Context: an optimization exercise on an open-source flow, tuned for small area, a short achievable clock period and few clock cycles per item. The choices shown serve that exercise and are no tape-out recipe. Only simulation tests tie the RTL to the original design; equivalence was not proved. Power figures rest on the tool's default switching activity, not on a simulated workload.

==> flow/design.v <==
module prio_derive (
    input  wire        clk,
    input  wire        rst,
    input  wire        in_valid,
    output wire        in_ready,
    input  wire [63:0] in_table,
    output reg         out_valid,
    input  wire        out_ready,
    output reg  [19:0] out_order,
    output reg  [2:0]  out_diag
);
    localparam [2:0] D_NONE   = 3'd0,
                     D_OPAQUE = 3'd1,
                     D_AMBIG  = 3'd2,
                     D_MERGE  = 3'd3,
                     D_VERIFY = 3'd4;
    function req;                    
        input [1:0] v;
        input [1:0] t;
        input [3:0] A;
        integer u;
        reg d0, d1;
        begin
            d0 = 1'b1; d1 = 1'b1;    
            for (u = 0; u < 4; u = u + 1)
                if (A[u] && u != t) begin
                    if (u[0] == t[0]) d0 = 1'b0;
                    if (u[1] == t[1]) d1 = 1'b0;
                end
            if (d0)      req = (v[0] == t[0]);
            else if (d1) req = (v[1] == t[1]);
            else         req = (v == t);
        end
    endfunction
    function [1:0] level;
        input [31:0] q;
        input [3:0]  A;
        input [1:0]  t;
        integer s;
        reg o, at, af, e;
        begin
            o = 1'b1; at = 1'b0; af = 1'b0;
            for (s = 0; s < 16; s = s + 1)
                if ((s & ~A) == 0 && s != A) begin
                    e = req(q[2*s +: 2], t, A);
                    if (s[t]) o = o & e;
                    else begin
                        at = at | e;
                        af = af | !e;
                    end
                end
            if (!o)            level = 2'd1;
            else if (at && af) level = 2'd2;
            else if (at)       level = 2'd0;
            else               level = 2'd3;
        end
    endfunction
    function [1:0] sub2;
        input [31:0] q;
        input [3:0]  A;
        reg [1:0] p, r, res;
        integer c;
        begin
            p = q[2*A +: 2];
            res = 2'd0;
            for (c = 0; c < 4; c = c + 1)
                if (A[c] && req(p, c, A)) begin
                    r = level(q, A, c);
                    res = (r == 2'd3) ? 2'd0 : r;
                end
            sub2 = res;
        end
    endfunction
    function [1:0] sub3;
        input [31:0] q;
        input [3:0]  A;
        reg [1:0] p, r, res;
        integer c;
        begin
            p = q[2*A +: 2];
            res = 2'd0;
            for (c = 0; c < 4; c = c + 1)
                if (A[c] && req(p, c, A)) begin
                    r = level(q, A, c);
                    res = (r == 2'd3) ? sub2(q, A & ~(4'd1 << c)) : r;
                end
            sub3 = res;
        end
    endfunction
    function [1:0] suborder;
        input [31:0] q;
        reg [1:0] p, r, res;
        integer c;
        begin
            p = q[31:30];
            res = 2'd0;
            for (c = 0; c < 4; c = c + 1)
                if (p == c) begin
                    r = level(q, 4'hf, c);
                    res = (r == 2'd3) ? sub3(q, 4'hf & ~(4'd1 << c)) : r;
                end
            suborder = res;
        end
    endfunction
    wire [31:0] q0, q1;              
    genvar g;
    generate
        for (g = 0; g < 16; g = g + 1) begin : g_split
            assign q0[2*g +: 2] = in_table[4*g     +: 2];
            assign q1[2*g +: 2] = in_table[4*g + 2 +: 2];
        end
    endgenerate
    wire [1:0] f0 = suborder(q0);
    wire [1:0] f1 = suborder(q1);
    reg  [3:0] pr0, pr1;
    reg  [3:0] ab0 [0:3];
    reg  [3:0] ab1 [0:3];
    reg        mok, vfail, same;
    reg  [1:0] rk [0:2];             
    reg  [5:0] tl;                   
    reg  [1:0] ia, ib;               
    integer x, y;
    function [1:0] cnt3;             
        input [2:0] b;
        begin
            case (b)
                3'b000:                         cnt3 = 2'd0;
                3'b001, 3'b010, 3'b100:         cnt3 = 2'd1;
                3'b011, 3'b101, 3'b110:         cnt3 = 2'd2;
                default:                        cnt3 = 2'd3;
            endcase
        end
    endfunction
    always @* begin
        for (x = 0; x < 4; x = x + 1) begin
            pr0[x] = (q0[2*(1 << x) +: 2] == x);
            pr1[x] = (q1[2*(1 << x) +: 2] == x);
            for (y = 0; y < 4; y = y + 1) begin
                ab0[x][y] = (q0[2*((1 << x) | (1 << y)) +: 2] == x);
                ab1[x][y] = (q1[2*((1 << x) | (1 << y)) +: 2] == x);
            end
        end
        mok = 1'b1;
        for (x = 0; x < 3; x = x + 1) begin
            if (pr0[x] != pr1[x]) mok = 1'b0;
            for (y = x + 1; y < 3; y = y + 1)
                if (ab0[x][y] != ab1[x][y]) mok = 1'b0;
            if (pr0[3] && pr1[3] && pr0[x] && ab0[3][x] && !ab1[3][x]) mok = 1'b0;
        end
        vfail = (q0[1:0] == 2'd3) != (q1[1:0] == 2'd3);
        same = pr0[3] & pr1[3];
        for (x = 0; x < 3; x = x + 1)
            if (pr0[x] && ab0[3][x] != ab1[3][x]) same = 1'b0;
        for (x = 0; x < 3; x = x + 1)
            rk[x] = cnt3({1'b0, pr0[(x + 1) % 3] & ab0[x][(x + 1) % 3],
                                pr0[(x + 2) % 3] & ab0[x][(x + 2) % 3]});
        tl = 6'h3f;
        for (x = 0; x < 3; x = x + 1)
            if (pr0[x]) tl[2*rk[x] +: 2] = x;
        ia = cnt3({pr0[2] & ab0[3][2], pr0[1] & ab0[3][1], pr0[0] & ab0[3][0]});
        ib = cnt3({pr0[2] & ab1[3][2], pr0[1] & ab1[3][1], pr0[0] & ab1[3][0]});
    end
    assign in_ready = !out_valid || out_ready;
    reg  [1:0] r_f0, r_f1;
    reg        r_mok, r_vf;
    reg  [5:0] r_tl;                 
    reg  [1:0] r_ia, r_ib;           
    reg        r_ha, r_hb;           
    reg        r_same;               
    always @(posedge clk) begin
        if (rst)
            out_valid <= 1'b0;
        else if (in_ready)
            out_valid <= in_valid;
    end
    always @(posedge clk) begin
        if (in_ready) begin
            r_f0   <= f0;
            r_f1   <= f1;
            r_mok  <= mok;
            r_vf   <= vfail;
            r_tl   <= tl;
            r_ia   <= ia;
            r_ib   <= ib;
            r_ha   <= pr0[3];
            r_hb   <= pr1[3] & !same;
            r_same <= same;
        end
    end
    reg        fail, sel_a, sel_b, bl_a, bl_b;
    reg  [1:0] tn;
    reg  [3:0] nib [0:4];
    integer k;
    function [1:0] r_at;             
        input [5:0] r;
        input integer j;
        begin
            if (j >= 0 && j <= 2) r_at = r[2*j +: 2];
            else                  r_at = 2'b11;
        end
    endfunction
    always @* begin
        if (r_f0 != 2'd0)      out_diag = {1'b0, r_f0};
        else if (r_f1 != 2'd0) out_diag = {1'b0, r_f1};
        else if (!r_mok)       out_diag = D_MERGE;
        else if (r_vf)         out_diag = D_VERIFY;
        else                   out_diag = D_NONE;
        fail = (r_f0 != 2'd0) | (r_f1 != 2'd0) | !r_mok | r_vf;
        for (k = 0; k < 5; k = k + 1) begin
            sel_a = r_ha && r_ia == k;
            sel_b = r_hb && (r_ha ? (k >= 1 && r_ib == k - 1) : (r_ib == k));
            bl_a  = r_ha && r_ia < k;
            bl_b  = r_hb && (r_ha ? (k >= 1 && r_ib < k - 1) : (r_ib < k));
            if (bl_a && bl_b)      tn = r_at(r_tl, k - 2);
            else if (bl_a || bl_b) tn = r_at(r_tl, k - 1);
            else                   tn = r_at(r_tl, k);
            if (fail)       nib[k] = 4'hf;
            else if (sel_a) nib[k] = r_same ? 4'd3 : 4'd4;
            else if (sel_b) nib[k] = 4'd5;
            else            nib[k] = {tn[1] & tn[0], tn[1] & tn[0], tn};
        end
        out_order = {nib[0], nib[1], nib[2], nib[3], nib[4]};
    end
endmodule
export LEC_CHECK = 0
export CAP_MARGIN = 20
export CORE_MARGIN = 2
export CORE_UTILIZATION = 60
export PLACE_DENSITY = 0.75
export SETUP_SLACK_MARGIN = 4.1
export SLEW_MARGIN = 20
create_clock -name core_clock -period 8.0 [get_ports {clk}]
standard.sh (not shown) runs the stock make flow with config.mk's settings and CLKGATE_MAP_FILE= SYNTH_SCRIPT=/design/flow/synth_recipe.tcl, a recipe that flattens the netlist after the stock synthesis.
==> flow/flow/run.sh <==
#!/bin/bash
# Layout flow: the standard layout, with the ports buffered by small
# plain buffers (sky130_fd_sc_hd__buf_1) instead of the delay-cell buffers
# buffer_ports picks on its own; repair_design and repair_timing size them
# from there. Every port still gets its own buffer.
set -euo pipefail
export BUFFER_PORTS_ARGS="-buffer_cell sky130_fd_sc_hd__buf_1"
bash standard.sh finish > standard_flow.log 2>&1
Testbench counts at the start, summed over its fixed seeds: cycles 2,056, items 2,048.
Edit:
- CORE_UTILIZATION: 60 -> 40
- PLACE_DENSITY: 0.75 -> 0.6
- SETUP_SLACK_MARGIN: 4.1 -> 4.3
The changed run ran to the end with no violations. Clock-buffer cell count stays the same. Total power goes down by 4.2%. Final area goes up by about 5.4%. Combinational power goes up by about 10%. Clock skew goes down by 3.5 ps. Critical path depth goes up by 1. Fmax goes up by about 6%. Worst hold slack is worse by 28 ps. Register-to-register slack is worse by 20 ps. Utilization goes down by 20 points. Global-route usage goes down by 9.0 points.
Edit:
- SETUP_SLACK_MARGIN: 4.3 -> 4.0
Effect: First-iteration DRC count is lower by 14%; power is higher by 3.9%; die area stays the same; clock power is higher by 58%; via count is lower by 3.7%.
Edit:
- CTS_BUF_LIST: not set -> sky130_fd_sc_hd__clkbuf_4
- SETUP_SLACK_MARGIN: 4.0 -> 4.15
The new run completed with no timing, DRC or antenna violations.
Die area stays the same.
Routed wire length is higher by 0.62%.
Cell area goes up by 0.99%.
Worst setup slack gets better by 150 ps.
First-iteration DRC count came out higher by 10%.
Worst hold slack loses 120 ps.
Via count stays flat.

========
// prio_derive: RTL as listed in full above, without the edits since
Settings: LEC_CHECK=0, CAP_MARGIN=20, CORE_MARGIN=2, CORE_UTILIZATION=40, CTS_BUF_LIST=sky130_fd_sc_hd__clkbuf_4, PLACE_DENSITY=0.6, SETUP_SLACK_MARGIN=4.3, SLEW_MARGIN=20; clock period 8.0 ns.
==> flow/flow/run.sh <==
#!/bin/bash
# Layout flow: the standard layout, with the ports buffered by small
# plain buffers (sky130_fd_sc_hd__buf_2) instead of the delay-cell buffers
# buffer_ports picks on its own; repair_design and repair_timing size them
# from there. Every port still gets its own buffer.
set -euo pipefail
export BUFFER_PORTS_ARGS="-buffer_cell sky130_fd_sc_hd__buf_2"
bash standard.sh finish > standard_flow.log 2>&1
The baseline finished clean.
Testbench counts at the start, summed over its fixed seeds: cycles 2,056, items 2,048.
Then changed:
==> flow/flow/run.sh (replaced) <==
#!/bin/bash
# Layout flow: the standard layout, with the ports buffered by small
# plain buffers (sky130_fd_sc_hd__buf_1) instead of the delay-cell buffers
# buffer_ports picks on its own; repair_design and repair_timing size them
# from there. Every port still gets its own buffer.
set -euo pipefail
export BUFFER_PORTS_ARGS="-buffer_cell sky130_fd_sc_hd__buf_1"
bash standard.sh finish > standard_flow.log 2>&1
Outcome:
- routed wire length goes down by 2.3%
- area after synthesis does not change
- utilization goes down by 0.85 points
- cell area goes down by 1.8%
- clock skew hardly moves
- flip-flop and latch count is unchanged
- via count goes up by about 0.9%
- sequential power is about the same
- maximum frequency goes down by 1.1%
Then changed:
- ABC_AREA: default -> 1
- CTS_BUF_LIST: sky130_fd_sc_hd__clkbuf_4 -> default
- SETUP_SLACK_MARGIN: 4.3 -> 4.6
Outcome: The new run went through all stages and came out clean; non-clock buffer count drops by 1; first-iteration DRC count goes up by about a fifth; critical path depth went down by 4; via count is higher by about a fifth.

==> afterwards: timing with drivers on the ports <==
In the flow no input, the clock included, has a driving cell. The finished layouts below were timed again as built, in two steps. Step 1 (the two cells are an assumption about what drives the block):
set clk [get_ports {clk}]
set_driving_cell -lib_cell sky130_fd_sc_hd__clkbuf_16 $clk
set_driving_cell -lib_cell sky130_fd_sc_hd__buf_2 [delete_from_list [all_inputs] $clk]
Step 2, shift: input delay + t, output delay - t, t = (earliest + latest rising clock arrival at the registers) / 2. This alone moves slack from input paths to output paths. a / b / c = no drivers / after step 1 / after step 2; a / b = the first two.
run	shift t [ns]	slack for setup (ns)	hold slack, ns	worst slew at a driven data input, ns
the first run of note 1	0.274	4.130 / 4.129 / 3.855	0.734 / 0.734 / 0.734	0.04
the second run of note 1	0.272	4.349 / 4.349 / 4.077	0.706 / 0.706 / 0.706	0.04
the third run of note 1	0.277	4.097 / 4.077 / 3.906	0.851 / 0.851 / 0.851	0.04
the fourth run of note 1	0.320	4.243 / 4.220 / 3.984	0.728 / 0.728 / 0.728	0.04
the first run of note 2	0.309	4.380 / 4.356 / 4.108	0.740 / 0.740 / 0.740	0.03
the second run of note 2	0.305	4.341 / 4.333 / 4.038	0.724 / 0.724 / 0.724	0.04
the third run of note 2	0.282	4.444 / 4.421 / 4.421	0.695 / 0.695 / 0.695	0.03
After both steps every run listed still meets setup and hold. For the second run of note 2, which loses most, drivers alone change the setup slack by -0.008 ns; drivers and shift together by -0.303 ns.
